From an optimization exercise on the open Yosys and OpenROAD flow, aimed at small area, a short achievable clock period and few clock cycles; shortcuts taken in it are not production practice. The RTL of this run was laid out without a check of its function. No activity file was given, so power comes from the tool's default toggle rates.

**flow/design.v**
```verilog
module pcm_cfgderive (
    input  wire        clk,
    input  wire        rst,           
    input  wire        start,
    output wire        ready,
    input  wire [7:0]  cfg,           
    input  wire [31:0] rate,
    input  wire [31:0] chunk,
    output reg         done,
    output wire [3:0]  result,        
    output wire [31:0] desc,          
    output wire [31:0] period,        
    output wire [31:0] chunk_eff      
);
    localparam [20:0] C2M = 21'd2000000;
    reg         run;         
    reg  [19:0] r_rate;
    reg  [19:0] rem;
    reg  [20:0] qm;          
    reg  [2:0]  r_res;
    reg         d_w8, d_w16, d_sgn, d_ord;
    reg  [12:0] r_ce;
    assign ready = !run;
    wire accept = start && !run;
    wire       w8     = (cfg[4:0] == 5'd8);
    wire       w16    = (cfg[4:0] == 5'd16);
    wire       bad_w  = !(w8 || w16);
    wire       bad_s  = (cfg[6:5] == 2'd3);
    wire       bad_r  = (rate == 32'd0);
    wire       bad_c  = (|chunk[31:13]) || (chunk[12] && (|chunk[11:0]));
    wire       ok     = !(bad_w || bad_s || bad_r || bad_c);
    wire       big    = |rate[31:20];     
    wire [2:0] res_in = bad_w ? 3'd1 : bad_s ? 3'd2 : bad_r ? 3'd3 : bad_c ? 3'd4 : 3'd0;
    wire       sgn    = cfg[6] ? 1'b1 : cfg[5] ? 1'b0 : w16;
    wire        c_small = ~|chunk[12:7];
    wire [11:0] c_half  = chunk[12:1] + {11'd0, chunk[0]};
    wire [12:0] c_up    = w16 ? {c_half, 1'b0} : chunk[12:0];
    wire [12:0] ce_in   = !ok ? 13'd0 : c_small ? 13'd128 : c_up;
    reg  [19:0] lead;
    reg  [19:0] rem0;
    reg         d0;
    integer i;
    always @* begin
        rem0 = 20'd0;
        d0   = 1'b0;
        for (i = 0; i < 20; i = i + 1) begin
            lead[i] = rate[i] && !(|(rate[19:0] >> (i + 1)));
            if (lead[i]) begin
                rem0 = rem0 | (C2M >> (21 - i));
                d0   = d0 | C2M[20 - i];
            end
        end
    end
    reg dbit;
    reg d_nx;
    reg above;
    always @* begin
        d_nx  = 1'b0;
        above = 1'b0;
        for (i = 20; i >= 0; i = i - 1) begin
            if (qm[i] && !above && i <= 19 && C2M[19 - i])
                d_nx = 1'b1;
            above = above | qm[i];
        end
    end
    wire [20:0] rem_sh  = {rem, dbit};
    wire [21:0] rem_sub = {1'b0, rem_sh} - {2'b00, r_rate};
    wire        q_bit   = !rem_sub[21];
    always @(posedge clk) begin
        if (run) begin
            rem <= q_bit ? rem_sub[19:0] : rem_sh[19:0];
            qm  <= {qm[19:0], q_bit};
            dbit <= d_nx;
        end else begin
            r_rate <= rate[19:0];
            rem    <= rem0;
            dbit   <= d0;
            qm     <= !ok ? 21'd0 : big ? 21'd2 : {1'b0, lead};
            r_res  <= res_in;
            d_w8   <= ok && w8;
            d_w16  <= ok && w16;
            d_sgn  <= ok && sgn;
            d_ord  <= ok && cfg[7];
            r_ce   <= ce_in;
        end
    end
    always @(posedge clk) begin
        if (rst) begin
            run  <= 1'b0;
            done <= 1'b0;
        end else if (run) begin
            run  <= !qm[20];
            done <= qm[20];
        end else begin
            run  <= accept && ok && !big;
            done <= accept && !(ok && !big);
        end
    end
    wire d_ok = d_w8 | d_w16;
    assign result    = {1'b0, r_res};
    assign desc      = {7'd0, d_w8, 7'd0, d_ok, 12'd0, d_ord, d_sgn, d_w16, d_w8};
    assign period    = {12'd0, qm[20:1] + {19'd0, qm[0] && (|rem)}};
    assign chunk_eff = {19'd0, r_ce};
endmodule
```
**flow/flow/run.sh**
```bash
#!/bin/bash
# Layout flow: the standard ORFS flow (standard.sh), with
#  - port buffers of a small cell instead of the resizer's default pick,
#  - a clock tree of smaller buffers without dummy loads,
#  - repair_timing aiming at a setup margin below the clock period.
# Each make run's full output goes to a log file in this folder.
set -uo pipefail
MARGIN=${MARGIN:-6.5}
export BUFFER_PORTS_ARGS="-buffer_cell sky130_fd_sc_hd__buf_2"
export CTS_ARGS="-sink_clustering_enable -repair_clock_nets -buf_list {sky130_fd_sc_hd__clkbuf_4 sky130_fd_sc_hd__clkbuf_8} -dont_use_dummy_load"
bash standard.sh SETUP_SLACK_MARGIN=$MARGIN finish > standard.log 2>&1
```
**flow/standard.sh**
```bash
#!/bin/bash
# synth_recipe.tcl (not shown) runs the flow's synth.tcl, then flattens the netlist and writes it again
# the make line also repeats each setting of config.mk as NAME=value (left out here)
make -C /OpenROAD-flow-scripts/flow DESIGN_CONFIG=/design/flow/config.mk WORK_HOME=/design/flow/orfs CLKGATE_MAP_FILE= SYNTH_SCRIPT=/design/flow/synth_recipe.tcl "${@:-finish}"
```
**flow/config.mk**
```make
export PLATFORM = sky130hd
export DESIGN_NAME = pcm_cfgderive
export DESIGN_NICKNAME = pcm_cfgderive
export VERILOG_FILES = /design/flow/design.v
export SDC_FILE = /design/flow/constraint.sdc
export NUM_CORES = 4
export LEC_CHECK = 0
export ABC_CLOCK_PERIOD_IN_PS = 3500
export CAP_MARGIN = 20
export CORE_MARGIN = 2
export CORE_UTILIZATION = 40
export SLEW_MARGIN = 20
```
**flow/constraint.sdc**
```tcl
create_clock -name core_clock -period 10.0 [get_ports {clk}]
set_input_delay 2.0000 -clock core_clock [delete_from_list [all_inputs] [get_ports {clk}]]
set_output_delay 2.0000 -clock core_clock [all_outputs]
set_load 0.01 [all_outputs]
```
==> summary.md <==
Clock tree synthesis found a total of 84 sinks. The H-tree generated during clock tree synthesis spans 3 levels. IR analysis of the VDD net gives a maximum drop of 0.0699 mV. For the worst setup path, the data arrival time is 2.42 ns. The total track usage is 0.200.

For the worst setup path, the data required time is 8.00 ns. The final route contains 5425 vias. The cell repeated most along the worst path is sky130_fd_sc_hd__ha_4. The run gives 0 ns as the setup TNS. The top cell type's share of synthesized area works out to 0.206. The critical path start-end classification is flip-flop to output pin. Synthesis produced a netlist whose cell count is 685. The synthesized cell area was 0.00583 mm^2; the share of async-settable or async-resettable flops after synthesis was 0. The average instance in the mapped netlist occupies 8.50 um^2. Ranked by instance count, the synthesized netlist is headed by sky130_fd_sc_hd__nand2_1 (65), sky130_fd_sc_hd__nor2_1 (65), sky130_fd_sc_hd__buf_4 (64).

The clock network fraction of design power was 0.268; the time the worst path needs with I/O delays and setup was 4.42 ns. The first-pass iteration count of the detailed router was 5; the clock insertion delay at the later pin of the skew report was 0.36 ns. From left edge to right edge, the die measures 125 um. After detailed routing, the number of remaining DRC violations is 0. The top fanout value on the critical path was 5. The worst hold path class is flip-flop to flip-flop. The run gives 0 as the leftover overflow at the end of global routing. In this run the critical register-to-register path is captured at rem[1]. The number of buffer cells added on primary ports was 118; the total of warnings raised by yosys was 1. The flow ran to the end and the layout has no timing, DRC or antenna violations. The kind of cell with the highest combined delay on the critical path was simple AND/OR/NAND/NOR gates. Counting buffers and inverters, the worst setup path is 12 cells deep. Share of final-layout standard cells stronger than drive strength 1: 0.313. The logs give 12000 um for the half-perimeter wire length after detailed placement and 16300 um for the total detailed-routing wirelength. The run gives 0.207 as the power share of the combinational group. The signal on the critical path passes through nor4_4, nand3_1, o21a_1, ha_4, ha_4, nand2_4, nor2_2, nand4_1, buf_12, nor3_2, xnor2_1, buf_2.

TritonCTS built the clock tree. Power comes to 709 uW. The analysis attributes to net switching a power of 201 uW.

Capturing instance or port of the critical path: period[14]. Yosys mapped the design onto 68 distinct sky130hd cell types. The logs give 9 for the total CTS buffers and 0.335 for the normalized max-slew margin.

For this design, the slowest cell found on the critical path is sky130_fd_sc_hd__dfxtp_2. For this design the static power due to leakage is 3.20 nW. The layout overhead on the synthesized area was 26.1%. For the number of global-route vias before repair, the log shows 5083. The y dimension of the die came out at 125 um. For this design, the CTS-stage hold fixing added 0 buffers.

The switching power share of the total is 0.284, and the sequential-to-total area share from yosys stat is 0.357. STA classifies the critical path endpoint as an output pin. Power spread over the standard cell area amounts to 96.4 mW/mm^2. For flop-to-flop paths, the worst setup slack is 6.90 ns.

The final clock period utilization by the worst path works out to 0.442. The number of buffers and inverters on the critical path is 2. The number of cells on the worst reg-to-reg path was 9. The cell-internal power is 507 uW.

In this run the critical register-to-register path is launched from r_rate[6]. The average wire length per cell after detail routing was 16.3 um; the initial DRC count was 409. The first global-routing pass estimated 25000 um of wire. The most critical setup path has its startpoint at rem[18]. In the routed layout, each cell is associated on average with a via count of 5.42.

For the total count of max-transition violations in the final report, the log shows 0. The floorplan has 44 rows. The most used flip-flop cell after synthesis is sky130_fd_sc_hd__dfxtp_1. The tools report the area of the core region as 0.0144 mm^2. The register bit count reported by yosys is 84, and the post-route clock skew is 0.0140 ns. Counting along the longest clock path gives a buffer depth of 2. The fraction of power consumed by sequential logic is 0.525, and the clock transition at the registers of the reported paths is 0.07 ns. The final layout net count was 920. The tree is rooted in a sky130_fd_sc_hd__clkbuf_8. Max-cap violations in this run came to 0.

The count of endpoints failing setup in the final report was 0; the number of enable flip-flop cells after synthesis was 40. The biggest area contributor in the post-synthesis netlist is sky130_fd_sc_hd__edfxtp_1. The largest single stage delay on the critical path is 0.34 ns. Entering global routing, the biggest net connects 72 pins. The hold violation count in the final report was 0. The total inserted antenna cells is 0. The run gives 0.405 as the initial cell density of the core.

At the pin with the least slew margin, the transition time is 0.986 ns. Setup repair after global routing could not meet its margin everywhere. At the end of routability-driven placement, the weighted congestion stood at 0.857. The worst setup path is launched from a flip-flop. Top achievable clock speed: 0.226 GHz. 177 I/O pins were placed. Yosys attributes the largest share of cell area to sky130_fd_sc_hd__edfxtp_1 (21%), sky130_fd_sc_hd__dfxtp_1 (15%), sky130_fd_sc_hd__buf_4 (8.2%).

The number of antenna violations at the first check in global routing was 0. For the floorplan die area, the log shows 0.0155 mm^2. In this run the remaining antenna-violating nets after routing total 0.
-- cells by family after synthesis --
| logic type | after synthesis | synth area share |
|---|---|---|
| fa+ha+maj | 26 | 0.0571 |
| compound gates | 147 | 0.170 |
| xor+xnor | 39 | 0.0586 |
| flops | 84 | 0.357 |
| buf+inv | 120 | 0.121 |
| other cells | 1 | 0.000644 |
| simple gates | 260 | 0.222 |
| mux | 8 | 0.0137 |
-- power by group through the flow --
stage               sequential, mW  clock (mW)  combinational [mW]
floorplan                    0.378           0               0.109
global placement             0.379           0               0.134
detailed placement           0.379           0               0.136
CTS                          0.372       0.194               0.141
global route                 0.373       0.206               0.162
finish                       0.372       0.190               0.147
-- metal layers --
layer | wire [um] | part of all wire | up-vias | track usage
met1 | 6870 | 0.42 | 2541 | 0.252
met3 | 1100 | 0.068 | 21 | 0.0357
li1 | - | - | 2624 | -
met2 | 8050 | 0.49 | 239 | 0.345
met4 | 287 | 0.018 | 0 | 0.0661
met5 | 0 | 0 | - | 0
-- what timing repair did --
item,4_1_cts,5_1_grt
resized for setup,66,52
setup buffers,20,6
endpoints found under the setup margin,66,65
pin swaps,27,14
cloned,3,1
-- per-stage QoR --
stage               cell area (um^2)  hold slack, ns  setup WS (ns)  std cells  utilization
detailed placement              6480           0.486           5.73        962        0.451
global placement                6480           0.480           5.78        962        0.451
finish                          7350           0.507           5.58       1001        0.511
CTS                             7050           0.497           5.53        994        0.491
global route                    7350           0.519           5.42       1001        0.511
floorplan                       6220           0.447           6.11        742            -
-- cell usage in the layout, fill, tap and decap left out, types with 15 or more instances in the layout --
| cell | synthesis | layout |
|---|---|---|
| sky130_fd_sc_hd__o21ai_0 | 29 | 26 |
| sky130_fd_sc_hd__nor3_1 | 27 | 22 |
| sky130_fd_sc_hd__inv_1 | 35 | 31 |
| sky130_fd_sc_hd__ha_1 | 25 | 22 |
| sky130_fd_sc_hd__nor2_1 | 65 | 51 |
| sky130_fd_sc_hd__nand2_1 | 65 | 61 |
| sky130_fd_sc_hd__buf_6 | 1 | 16 |
| sky130_fd_sc_hd__buf_4 | 64 | 15 |
| sky130_fd_sc_hd__a21oi_1 | 25 | 21 |
| sky130_fd_sc_hd__xor2_1 | 18 | 17 |
| sky130_fd_sc_hd__xnor2_1 | 21 | 16 |
| sky130_fd_sc_hd__dfxtp_1 | 44 | 31 |
| sky130_fd_sc_hd__edfxtp_1 | 40 | 40 |
| sky130_fd_sc_hd__conb_1 | 1 | 58 |
| sky130_fd_sc_hd__buf_2 | 4 | 106 |
-- how the worst min path moves through the flow --
stage / startpoint / to / depth (start not counted)
2_1_floorplan: qm[14] / qm[15] / 2
3_3_place_gp: rem[12] / rem[13] / 2
3_5_place_dp: qm[14] / qm[15] / 2
4_1_cts: qm[14] / qm[15] / 2
5_1_grt: rem[13] / rem[14] / 2
6_report: rem[13] / rem[14] / 2
-- area by class of cell --
class / count / area, um^2
fill: 1354 / 7020
multi-input combinational: 540 / 3700
sequential: 84 / 2100
timing repair buffer: 149 / 1050
tap: 184 / 230
inverter: 35 / 139
clock buffer: 9 / 124
-- tightest hold or removal path, cell delays in order, from the launching register on --
cell                      delay, ns
sky130_fd_sc_hd__dfxtp_1       0.33
sky130_fd_sc_hd__nand2_1       0.06
sky130_fd_sc_hd__a31oi_1       0.07
-- sequential cells by signal, summed over array words and instances (netlist names) --
signal,flops
qm,21
r_rate,20
rem,20
r_ce,13
r_res,3
d_ord,1
d_sgn,1
d_w16,1
d_w8,1
dbit,1
done,1
run,1

## re-timing with driven ports
How much do the figures lean on ideal ports? The routed layout below was timed once more, with nothing changed but the port constraints.
Step 1: set_driving_cell puts a clkbuf_16 on clk and a buf_2 on each other input, an assumption about the parent block.
Step 2, shift: input delay + t, output delay - t, t = (earliest + latest rising clock arrival at the registers) / 2. This alone moves slack from input paths to output paths.
Slacks: ideal / step 1 / step 2; pairs: ideal / step 1.
t (ns): 0.393
setup WS [ns]: 5.580 / 5.542 / 5.885
slew at the worst register clock pin (ns): 0.08 / 0.08
After both steps setup and hold are still met in this run. The setup slack of this run moves by -0.038 ns with the drivers and by +0.305 ns with both steps.
